This design comes from an exercise in tuning for a short achievable clock period and few clock cycles on the open sky130 flow, not from production work.
The clock port is modelled as an ideal driver, which makes a skipped or thinned clock tree look cheaper than it is; a real chip needs a root buffer or a tree.
Power is estimated from default activity; no workload was simulated.

Design ssq_symdec, start of the top module:
module ssq_symdec (
    input  wire        clk,
    input  wire        rst,
    input  wire        in_valid,
    output wire        in_ready,
    input  wire [7:0]  in_data,
    input  wire        in_last,
    output reg         out_valid,
    input  wire        out_ready,
    output reg  [7:0]  out_data,
    output reg         out_last,
    output reg  [1:0]  out_err,
    output reg  [15:0] out_err_pos,
    output reg  [7:0]  out_err_val,
    output reg  [2:0]  out_pad
);
==> flow/config.mk <==
export PLATFORM = sky130hd
export DESIGN_NAME = ssq_symdec
export DESIGN_NICKNAME = ssq_symdec
export VERILOG_FILES = /design/flow/design.v
export SDC_FILE = /design/flow/constraint.sdc
export NUM_CORES = 4
export LEC_CHECK = 0
export CAP_MARGIN = 20
export CORE_MARGIN = 2
export CORE_UTILIZATION = 55
export SETUP_SLACK_MARGIN = 3.4
export SLEW_MARGIN = 20
==> flow/constraint.sdc <==
create_clock -name core_clock -period 5.0 [get_ports {clk}]
set_input_delay 1.0000 -clock core_clock [delete_from_list [all_inputs] [get_ports {clk}]]
set_output_delay 1.0000 -clock core_clock [all_outputs]
set_load 0.01 [all_outputs]
standard.sh (not shown) runs the stock make flow with config.mk's settings and CLKGATE_MAP_FILE= SYNTH_SCRIPT=/design/flow/synth_recipe.tcl, a recipe that flattens the netlist after the stock synthesis.
==> flow/flow/run.sh <==
#!/bin/bash
# Standard layout, except that:
#  - the port buffers are buf_4 (the resizer sizes them later), and
#  - the clock tree is built by flow/tree.tcl (a two-level tree of clkbuf_16)
#    in place of clock_tree_synthesis.
# Each step's output goes to a log file of its own in this folder.
set -euo pipefail
here=$(pwd)
ports="BUFFER_PORTS_ARGS=-buffer_cell sky130_fd_sc_hd__buf_4"

bash standard.sh synth > log_1_synth.txt 2>&1
bash standard.sh "$ports" place > log_2_place.txt 2>&1

# ORFS's scripts with cts.tcl swapped for ours, used for the CTS step only
rm -rf "$here/cts_scripts"
cp -r "$FLOW_HOME/scripts" "$here/cts_scripts"
cp "$here/flow/cts.tcl" "$here/cts_scripts/cts.tcl"
FLOW_TREE_TCL="$here/flow/tree.tcl" bash standard.sh "$ports" do-4_1_cts do-4_cts \
  SCRIPTS_DIR="$here/cts_scripts" > log_3_cts.txt 2>&1

bash standard.sh "$ports" finish > log_4_finish.txt 2>&1
Other scripts of this flow, unchanged in this note and not shown: flow/flow/cts.tcl, flow/flow/tree.tcl
The starting point passed the timing, DRC and antenna checks.
Change:
--- a/flow/design.v
+++ b/flow/design.v
@@ -16,21 +16,21 @@
 );
     localparam ERR_NONE = 2'd0;
     localparam ERR_SDEC = 2'd1;
     localparam ERR_CDEC = 2'd2;
     localparam EV_NONE  = 2'd0;
     localparam EV_SDEC  = 2'd1;   
     localparam EV_CEND  = 2'd2;   
     localparam EV_CNEXT = 2'd3;   
     localparam DEPTH  = 12;       
     localparam RDEPTH = 4;        
-    localparam RS     = DEPTH + 1;
+    localparam RS     = DEPTH + 2;
     localparam RQS    = RDEPTH + 1;
     localparam IW    = 13;        
     localparam RW    = 26;        
     reg        in_ready_r;  
     reg        ir_n;        
     reg        c_v;
     reg [7:0]  c_data;
     reg        c_last;
     assign in_ready = in_ready_r;
     always @(posedge clk) begin
@@ -298,58 +298,47 @@
         end else begin
             q2_v     <= q_v;
             q2_rec_v <= q_rec_v;
             q3_v     <= q2_v;
             q3_rec_v <= q2_rec_v;
         end
     end
     reg [IW-1:0]    fq [0:RS-1];
     reg [RS-1:0]    f_wp;       
     reg [RS-1:0]    f_rp;       
-    reg [DEPTH:0]   f_tot;      
-    reg             pop_d;      
-    reg [IW-1:0]    h;          
-    reg             hv;
+    reg [DEPTH:0]   f_cnt;      
     wire            pop;
-    wire f_mempty = |(f_wp & f_rp);
-    wire to_h   = q3_v && f_mempty && (!hv || pop);
-    wire to_m   = q3_v && !to_h;
-    wire from_m = pop && !f_mempty;
-    reg [IW-1:0] f_out;         
+    wire hv = f_cnt[0];
+    reg [IW-1:0] h;             
     integer j;
     always @(*) begin
-        f_out = {IW{1'b0}};
+        h = {IW{1'b0}};
         for (j = 0; j < RS; j = j + 1)
-            f_out = f_out | (fq[j] & {IW{f_rp[j]}});
+            h = h | (fq[j] & {IW{f_rp[j]}});
     end
     always @(posedge clk) begin
         for (j = 0; j < RS; j = j + 1)
             if (f_wp[j])
                 fq[j] <= q3_item;
-        h <= ({IW{from_m}} & f_out) | ({IW{to_h}} & q3_item) | ({IW{!from_m && !to_h}} & h);
         if (rst) begin
-            f_wp   <= {{(RS-1){1'b0}}, 1'b1};
-            f_rp   <= {{(RS-1){1'b0}}, 1'b1};
-            f_tot  <= {(DEPTH+1){1'b0}};
-            pop_d  <= 1'b0;
-            hv     <= 1'b0;
+            f_wp  <= {{(RS-1){1'b0}}, 1'b1};
+            f_rp  <= {{(RS-1){1'b0}}, 1'b1};
+            f_cnt <= {(DEPTH+1){1'b0}};
         end else begin
-            if (to_m)
+            if (q3_v)
                 f_wp <= {f_wp[RS-2:0], f_wp[RS-1]};
-            if (from_m)
+            if (pop)
                 f_rp <= {f_rp[RS-2:0], f_rp[RS-1]};
-            pop_d <= pop;
-            if (q3_v && !pop_d)
-                f_tot <= {f_tot[DEPTH-1:0], 1'b1};
-            else if (pop_d && !q3_v)
-                f_tot <= {1'b0, f_tot[DEPTH:1]};
-            hv <= pop ? (!f_mempty || q3_v) : (hv || q3_v);
+            if (q3_v && !pop)
+                f_cnt <= {f_cnt[DEPTH-1:0], 1'b1};
+            else if (pop && !q3_v)
+                f_cnt <= {1'b0, f_cnt[DEPTH:1]};
         end
     end
     reg [RW-1:0]     rq [0:RQS-1];
     reg [RQS-1:0]    rq_wp;     
     reg [RQS-1:0]    rq_rp;     
     reg [RW-1:0]     r_head;    
     wire             emit_end;
     reg [RW-1:0] r_cur;
     reg [RW-1:0] r_nxt;
     always @(*) begin
@@ -384,22 +373,22 @@
         if (rst)
             msgs <= {RDEPTH{1'b0}};
         else
             msgs <= msgs_n;
     end
     always @(posedge clk) begin
         if (rst) begin
             in_ready_r <= 1'b1;
             ir_n       <= 1'b0;
         end else begin
-            in_ready_r <= !f_tot[DEPTH + 1 - 8] && !msgs_n[RDEPTH - 2];
-            ir_n       <= f_tot[DEPTH + 1 - 8] || msgs_n[RDEPTH - 2];
+            in_ready_r <= !f_cnt[DEPTH + 1 - 8] && !msgs_n[RDEPTH - 2];
+            ir_n       <= f_cnt[DEPTH + 1 - 8] || msgs_n[RDEPTH - 2];
         end
     end
     wire [1:0]  h_n    = h[12:11];
     wire [9:0]  h_bits = h[10:1];
     wire        h_end  = h[0];
     reg [16:0] acc;         
     reg [7:0]  pr;          
     reg [2:0]  pq;          
     reg        end_pend;    
     reg [2:0]  p_pad;
After rerunning: Combinational power stays flat. Synthesized area is about the same. Routed wire length falls by about 1%. Die area hardly moves. Final cell count rises by about 0.7%. Setup slack gets worse by 33 ps. First-iteration DRC count came out lower by about 8%. Power came out lower by 0.39%. Via count went down by about 0.3%. Critical path depth fell by 2. Global-route usage is lower by 0.16 points. Maximum frequency came out lower by 1.6%. Sequential cell count goes down by 1. Clock power hardly moves.
Function was not checked in any run of this note: the RTL went through the layout flow alone. In every run of this note, the design's own scripts or RTL, not TritonCTS, make the clock network.

what the ideal ports hide:
No port has a modelled driver above. Below, the same layouts with a new extraction and two added sets of constraints. Step 1, drivers: a clkbuf_16 drives clk and a buf_2 each remaining input, both assumed. Step 2 times the ports against the registers' clock, not the clock port: input delays grow and output delays shrink by t, the midpoint of the rising clock arrivals with the driver on. a / b / c = no drivers / after step 1 / after step 2; a / b = the first two.
| run | shift t [ns] | setup WS [ns] | worst slew at a driven data input, ns |
|---|---|---|---|
| the first run | 0.524 | 2.983 / 2.977 / 2.828 | 0.31 |
| the second run | 0.532 | 2.950 / 2.950 / 2.940 | 0.19 |
After both steps setup and hold are still met in every run listed. The setup slack of the first run, which loses most, moves by -0.006 ns with the drivers and by -0.155 ns with both steps.
